This design comes from an exercise in tuning for small area, a short achievable clock period and few clock cycles per item on the open sky130 flow, not from production work. Function not checked in this run: the RTL went through the layout flow alone. Power is estimated from default activity; no workload was simulated.

### flow/design.v
module modexp_unit #(
    parameter integer W = 128
) (
    input  wire         clk,
    input  wire         rst,      
    input  wire         start,
    input  wire [W-1:0] a,
    input  wire [W-1:0] e,
    input  wire [W-1:0] n,
    output wire         ready,
    output reg          done,
    output reg          fault,
    output wire [W-1:0] r
);
    localparam integer K  = 44;           
    localparam integer RW = 3 * K;        
    localparam integer VW = 130;          
    localparam [2:0] S_IDLE = 3'd0,
                     S_CHK  = 3'd1,
                     S_DIV  = 3'd2,
                     S_PREP = 3'd3,
                     S_MUL  = 3'd4,
                     S_CPA  = 3'd5;
    localparam [1:0] M_SQR = 2'd0,
                     M_MUL = 2'd1,
                     M_OUT = 2'd2;
    localparam [1:0] C_CONV = 2'd0,
                     C_CLR  = 2'd1,
                     C_SET1 = 2'd2;
    reg [2:0]    state;
    reg [1:0]    mode;
    reg [1:0]    cop;
    reg [W-1:0]  n_q;
    reg [W-1:0]  e_q;
    reg [7:0]    ecnt;
    reg [RW-1:0] r_q;
    reg [RW-1:0] b_q;
    reg [VW-1:0] S_q;
    reg [VW-1:0] C_q;
    reg          k_q;
    reg [1:0]    x_q;
    reg [6:0]    idx;
    reg [6:0]    ai;
    reg [6:0]    cnt;
    reg [8:0]    j_q;
    reg [1:0]    c_q;
    reg          carry_q;
    reg          sbit_q;
    reg          nbit_q;
    reg          zs_q;
    reg          eq_q;
    assign ready = (state == S_IDLE);
    assign r     = r_q[W-1:0];
    wire [6:0] tidx = (state == S_DIV) ? {1'b0, ai[6:1]} : idx;
    reg  [1:0] rpair, bpair;
    always @(*) begin
        rpair = r_q[2*tidx +: 2];
        bpair = b_q[2*tidx +: 2];
    end
    wire abit = ai[0] ? rpair[1] : rpair[0];
    wire [128:0] y   = r_q[128:0];
    wire [128:0] xy0 = x_q[0] ? y : 129'd0;
    wire [128:0] xy1 = x_q[1] ? y : 129'd0;
    wire [1:0]   u   = S_q[1:0] + C_q[1:0] + {1'b0, k_q} + xy0[1:0] + {xy1[0], 1'b0};
    wire         q0  = u[0];
    wire         q1  = u[1] ^ (u[0] & ~n_q[1]);
    wire [131:0] R1 = {2'b0, S_q};
    wire [131:0] R2 = {2'b0, C_q};
    wire [131:0] R3 = {3'b0, xy0};
    wire [131:0] R4 = {2'b0, xy1, k_q};
    wire [131:0] R5 = q0 ? {4'b0, n_q} : 132'd0;
    wire [131:0] R6 = q1 ? {3'b0, n_q, 1'b0} : 132'd0;
    wire [131:0] s1 = R1 ^ R2 ^ R3;
    wire [131:0] c1 = (R1 & R2) | (R1 & R3) | (R2 & R3);
    wire [131:0] c1s = {c1[130:0], 1'b0};
    wire [131:0] s2 = s1 ^ c1s ^ R4;
    wire [131:0] c2 = (s1 & c1s) | (s1 & R4) | (c1s & R4);
    wire [131:0] c2s = {c2[130:0], 1'b0};
    wire [131:0] s3 = s2 ^ c2s ^ R5;
    wire [131:0] c3 = (s2 & c2s) | (s2 & R5) | (c2s & R5);
    wire [131:0] c3s = {c3[130:0], 1'b0};
    wire [131:0] s4 = s3 ^ c3s ^ R6;
    wire [131:0] c4 = (s3 & c3s) | (s3 & R6) | (c3s & R6);
    wire [131:0] S132 = {2'b0, S_q};
    wire [131:0] C132 = {2'b0, C_q};
    wire [131:0] N132 = {4'b0, n_q};
    reg  [K-1:0] sch, cch, nch;
    always @(*) begin
        case (c_q)
            2'd0:    begin sch = S132[K-1:0];    cch = C132[K-1:0];    nch = N132[K-1:0];    end
            2'd1:    begin sch = S132[2*K-1:K];  cch = C132[2*K-1:K];  nch = N132[2*K-1:K];  end
            default: begin sch = S132[3*K-1:2*K]; cch = C132[3*K-1:2*K]; nch = N132[3*K-1:2*K]; end
        endcase
    end
    wire         first  = (j_q == 9'd0);
    wire         last   = (j_q == 9'd257);
    wire         zs_now = first ? 1'b0 : ((c_q == 2'd0) ? b_q[RW-1] : zs_q);
    wire         lowbit = (c_q == 2'd0) ? x_q[0] : sbit_q;
    wire [K-1:0] n2ch   = {nch[K-2:0], (c_q == 2'd0) ? 1'b0 : nbit_q};
    reg  [K-1:0] opa, opb;
    reg          cin;
    always @(*) begin
        if (state == S_DIV) begin
            opa = first ? {{(K-1){1'b0}}, (c_q == 2'd0) & x_q[0]} : {b_q[K-2:0], lowbit};
            opb = last ? (zs_now ? n2ch : {K{1'b0}}) : (zs_now ? nch : ~nch);
            cin = (c_q == 2'd0) ? (~last & ~zs_now) : carry_q;
        end else begin
            opa = (cop == C_CONV) ? sch : {K{1'b0}};
            opb = (cop == C_CONV) ? cch : {K{1'b0}};
            cin = (c_q == 2'd0) ? ((cop == C_CONV) ? k_q : (cop == C_SET1)) : carry_q;
        end
    end
    wire [K:0] sum = {1'b0, opa} + {1'b0, opb} + {{K{1'b0}}, cin};
    wire eq_now = ((c_q == 2'd0) ? 1'b1 : eq_q) & (sum[K-1:0] == nch);
    wire nxt_mul = (mode == M_SQR) & e_q[W-1];
    wire nxt_out = ~nxt_mul & (ecnt == 8'd1);
    wire escan = (ecnt != 8'd0) & ~e_q[W-1];
    always @(posedge clk) begin
        if (rst) begin
            state <= S_IDLE;
            done  <= 1'b0;
        end else begin
            done <= 1'b0;
            case (state)
                S_IDLE: begin
                    n_q   <= n;
                    e_q   <= e;
                    r_q   <= {{(RW-W){1'b0}}, a};
                    x_q   <= {1'b0, a[W-1]};
                    ecnt  <= 8'd128;
                    ai    <= 7'd126;
                    idx   <= 7'd0;
                    j_q   <= 9'd0;
                    c_q   <= 2'd0;
                    if (start) state <= S_CHK;
                end
                S_CHK: begin
                    fault <= ~n_q[0] | (n_q[W-1:1] == {(W-1){1'b0}});
                    if (~n_q[0] | (n_q[W-1:1] == {(W-1){1'b0}})) begin
                        cop   <= C_CLR;
                        state <= S_CPA;
                    end else begin
                        state <= S_DIV;
                    end
                    if (escan) begin
                        e_q  <= e_q << 1;
                        ecnt <= ecnt - 1'b1;
                    end
                end
                S_DIV: begin
                    b_q     <= {sum[K-1:0], b_q[RW-1:K]};
                    if (last) r_q <= {sum[K-1:0], r_q[RW-1:K]};
                    carry_q <= sum[K];
                    sbit_q  <= b_q[K-1];
                    nbit_q  <= nch[K-1];
                    zs_q    <= zs_now;
                    if (escan) begin
                        e_q  <= e_q << 1;
                        ecnt <= ecnt - 1'b1;
                    end
                    if (c_q == 2'd2) begin
                        c_q   <= 2'd0;
                        j_q   <= j_q + 1'b1;
                        x_q   <= {1'b0, (j_q < 9'd127) ? abit : 1'b0};
                        ai    <= ai - 1'b1;
                        if (last) state <= S_PREP;
                    end else begin
                        c_q <= c_q + 1'b1;
                    end
                end
                S_PREP: begin
                    S_q <= {VW{1'b0}};
                    C_q <= {VW{1'b0}};
                    k_q <= 1'b0;
                    idx <= 7'd1;
                    cnt <= 7'd0;
                    if (ecnt == 8'd0) begin
                        cop   <= C_SET1;
                        state <= S_CPA;
                    end else begin
                        e_q   <= e_q << 1;
                        ecnt  <= ecnt - 1'b1;
                        state <= S_MUL;
                        if (ecnt == 8'd1) begin
                            mode <= M_OUT;
                            x_q  <= 2'b01;
                        end else begin
                            mode <= M_SQR;
                            x_q  <= rpair;
                        end
                    end
                end
                S_MUL: begin
                    S_q <= s4[131:2];
                    C_q <= c4[130:1];
                    k_q <= c4[0];
                    x_q <= (mode == M_OUT) ? 2'b00 : ((mode == M_MUL) ? bpair : rpair);
                    idx <= idx + 1'b1;
                    cnt <= cnt + 1'b1;
                    if (cnt == 7'd64) begin
                        cop   <= C_CONV;
                        c_q   <= 2'd0;
                        state <= S_CPA;
                    end
                end
                S_CPA: begin
                    r_q     <= {sum[K-1:0], r_q[RW-1:K]};
                    carry_q <= sum[K];
                    eq_q    <= eq_now;
                    if (c_q == 2'd0)
                        idx <= nxt_mul ? 7'd0 : 7'd22;
                    if (c_q != 2'd2) begin
                        c_q <= c_q + 1'b1;
                    end else begin
                        c_q <= 2'd0;
                        if (cop != C_CONV) begin
                            state <= S_IDLE;
                            done  <= 1'b1;
                        end else if (mode == M_OUT) begin
                            if (eq_now) begin
                                cop <= C_CLR;
                            end else begin
                                state <= S_IDLE;
                                done  <= 1'b1;
                            end
                        end else begin
                            S_q   <= {VW{1'b0}};
                            C_q   <= {VW{1'b0}};
                            k_q   <= 1'b0;
                            idx   <= 7'd1;
                            cnt   <= 7'd0;
                            state <= S_MUL;
                            if (nxt_mul) begin
                                mode <= M_MUL;
                                x_q  <= bpair;
                            end else begin
                                e_q  <= e_q << 1;
                                ecnt <= ecnt - 1'b1;
                                if (nxt_out) begin
                                    mode <= M_OUT;
                                    x_q  <= 2'b01;
                                end else begin
                                    mode <= M_SQR;
                                    x_q  <= rpair;
                                end
                            end
                        end
                    end
                end
                default: state <= S_IDLE;
            endcase
        end
    end
endmodule
### flow/run.sh
#!/bin/bash
# synth_recipe.tcl (not shown) runs the flow's synth.tcl, then flattens the netlist and writes it again
# the make line also repeats each setting of config.mk as NAME=value (left out here)
make -C /OpenROAD-flow-scripts/flow DESIGN_CONFIG=/design/flow/config.mk WORK_HOME=/design/flow/orfs CLKGATE_MAP_FILE= SYNTH_SCRIPT=/design/flow/synth_recipe.tcl finish
### flow/config.mk
export PLATFORM = sky130hd
export DESIGN_NAME = modexp_unit
export DESIGN_NICKNAME = modexp_unit
export VERILOG_FILES = /design/flow/design.v
export SDC_FILE = /design/flow/constraint.sdc
export NUM_CORES = 4
export LEC_CHECK = 0
export CAP_MARGIN = 20
export CORE_MARGIN = 2
export CORE_UTILIZATION = 40
export SLEW_MARGIN = 20
### flow/constraint.sdc
create_clock -name core_clock -period 12.0 [get_ports {clk}]
set_input_delay 2.4000 -clock core_clock [delete_from_list [all_inputs] [get_ports {clk}]]
set_output_delay 2.4000 -clock core_clock [all_outputs]
set_load 0.01 [all_outputs]
==> results.ini <==
[floorplan]
core.rowCount=139
die_area_um2=148200
dieWidth_um=385.0
start_util=0.4037
die_h_um=385.0
num_io_pins=518
core_area_um2=143800

[timing]
hold_viol_final=0
min_period_over_period=0.6831
worstMarginPinSlew_ps=1311
setup-violations-final=0
fmax_mhz=122.0
period_minus_slack_ps=8197
slew_headroom=0.1262
fin_skew_ps=61.75
drv_slew=0
rsz0062_at_grt=false
setup_tns_ps=0
fin_ws_ps=3803

[yosys]
yosysSeqAreaShare=0.4316
synth_common_cells=edfxtp_1, nand2_1, inv_1
synth_cells=5193
yosysMostFrequentCell=edfxtp_1
synth_top_area_share=0.4303
synth_area_um2=58070
yosysTopAreaCell=edfxtp_1
synth-seq-cells=836
synth-edff-count=832
syn_nets=6197
synthTopCellsByArea=edfxtp_1, fa_1, nand2_1
synth.distinct_cells=75
synthFlopType=edfxtp_1
yosys_warnings=1
async_flop_share=0
synth_area_per_cell_um2=11.18

[power_and_ir_drop]
ir_drop_uv=377.7
powerDensity_nw_per_um2=281.2
p_leak_nw=26.60

[grt]
grt.overflow.total=0
track_usage=0.2749
grt_pass1_vias=41740
antenna_found_initial=9
grt_max_degree=239
grt_pass1_wl_mm=293.6

[clock_tree]
post_cts_resized=0
clock_sinks=836
clk-insertion-delay-late_ps=750
cts_buffer_depth=3
htreeDepth=3
cts_tree=yes
holdBufCountCts=0
cts_buffers=101
cts_root_buffer=clkbuf_16
clk_pin_slew_ps=60
post_cts_buffers=0

[drt]
drt-pass1-iter-count=6
drt-total-wl_mm=204.2
via_per_inst=5.499
drc_errors=0
dr_total_vias=41110
wire_per_inst_um=27.32
first_iter_violations=4541
ant_nets=0

[worst_setup_path]
crit_start=j_q[5]$_SDFFCE_PN0P_
setup.worst_path.class=reg -> reg
critPathMaxFanout=55
critPathLaunchType=register
reg2reg_depth=20
end_kind=register
timing.critical_path.required_ps=12430
r2r_start=j_q[5]$_SDFFCE_PN0P_
cp.arrival_ps=8630

[placed_design]
port_buffers=517
dp_cells=7287
gp_congestion=0.9496
pre_cts_slack_ps=3965
place_hpwl_mm=152.4

[finish]
area_delta_synth_final_pct=16.73
instances_no_fill=7475
layout-drive-gt1-share=0.07919
nets=6491
fin_util=0.4713

[worst_hold_path]
hold_path_class=reg -> reg
whs_path_depth=0
min-delay-start=b_q[78]$_DFFE_PP_

[flow_run]
drv_cap=0

[status]
status=no timing/DRC/antenna violations

[critical path, stage by stage (launching register included)]
cell	delay [ps]
edfxtp_1	440
nor4_1	300
nand2_1	180
nor2_4	680
buf_4	580
nor3_1	100
a31oi_1	170
a21oi_1	110
fa_1	530
fa_1	490
a211o_1	330
a221o_1	440
a21oi_1	440
o21a_1	290
xnor3_1	340
a2111oi_0	780
nand4_1	170
nor4_1	480
nand4_1	420
nor3_1	330
o2111a_1	250
[routing by layer]
metal / track usage / wire, µm / up-vias
li1: - / - / 17900
met1: 0.3734 / 82100 / 20810
met2: 0.4367 / 95050 / 2004
met3: 0.04629 / 17340 / 389
met4: 0.1151 / 9728 / 4
met5: 0 / 22 / -
[path summary, 6_finish.rpt]
kind	endpoint	slack (ps)
setup reg to reg	cop[0]$_DFFE_PP_	3800
setup / recovery	cop[0]$_DFFE_PP_	3800
hold reg to reg	b_q[34]$_DFFE_PP_	410
hold / removal	b_q[34]$_DFFE_PP_	410
[flip-flops by register name, summed over array words and instances, names as in the netlist, 2 cells and up]
name / count
b_q: 132
idx: 7
e_q: 128
j_q: 9
cnt: 7
ecnt: 8
c_q: 2
S_q: 130
n_q: 128
mode: 2
cop: 2
ai: 7
state: 3
x_q: 2
C_q: 130
r_q: 132
[layout make-up]
| class | count | area, µm² |
|---|---|---|
| fill | 13320 | 76050 |
| sequential | 836 | 25060 |
| multi-input combinational | 3429 | 29200 |
| clock buffer | 125 | 2649 |
| timing repair buffer | 575 | 5714 |
| tap | 1903 | 2381 |
| clock inverter | 60 | 720.7 |
| antenna | 3 | 7.507 |
| inverter | 544 | 2042 |
[cell families (layout without fill, tap and decap cells)]
| group | Yosys count | count (layout) | synth area share |
|---|---|---|---|
| simple gates | 1778 | 1778 | 0.1466 |
| buf+inv | 928 | 1304 | 0.06871 |
| flops | 836 | 836 | 0.4316 |
| fa+ha+maj | 617 | 617 | 0.1993 |
| compound gates | 577 | 577 | 0.05872 |
| mux | 349 | 349 | 0.07690 |
| xor+xnor | 108 | 108 | 0.01816 |
| other cells | 0 | 3 | 0 |
[where the power goes]
part	leakage [nW]	switching (mW)	internal, mW
clock	1.62	1.33	1.87
sequential	7.83	0.863	4.31
combinational	17.1	6.57	4.12
total	26.6	8.76	10.3
[stage by stage]
step	area, µm²	power (mW)	hold slack, ps
2_1_floorplan	58080	12.02	420.4
3_3_place_gp	64390	15.54	423.1
3_5_place_dp	64390	15.68	429.0
4_1_cts	67760	19.05	415.3
5_1_grt	67770	20.58	426.9
6_report	67780	19.06	408.5
[placed cells by master, fill, tap and decap left out, drive strengths merged, types with 70 or more instances in the layout]
master,n
mux2i,148
nand2,806
fa,513
clkdlybuf4s50,517
mux2,137
ha,104
inv,546
clkbuf,125
nor2b,134
o21ai,152
a21oi,224
xnor2,70
nor2,229
edfxtp,832
and2,419

## port drivers added, routing unchanged
The flow's constraints put no driver on any port. The routed layout listed below was extracted and timed again, unchanged, in two steps.
Step 1 (the two cells are an assumption about what drives the block):
set clk [get_ports {clk}]
set_driving_cell -lib_cell sky130_fd_sc_hd__clkbuf_16 $clk
set_driving_cell -lib_cell sky130_fd_sc_hd__buf_2 [delete_from_list [all_inputs] $clk]
Step 2 times the ports against the registers' clock, not the clock port: input delays grow and output delays shrink by t, the midpoint of the rising clock arrivals with the driver on.
Slacks: no drivers / after step 1 / after step 2; pairs: no drivers / after step 1.
t (ns): 0.797
setup slack, ns: 3.803 / 3.803 / 3.803
slew at the worst register clock pin (ns): 0.07 / 0.07
After both steps setup and hold are still met in this run. For this run, drivers alone change the setup slack by 0.000 ns; drivers and shift together by 0.000 ns.
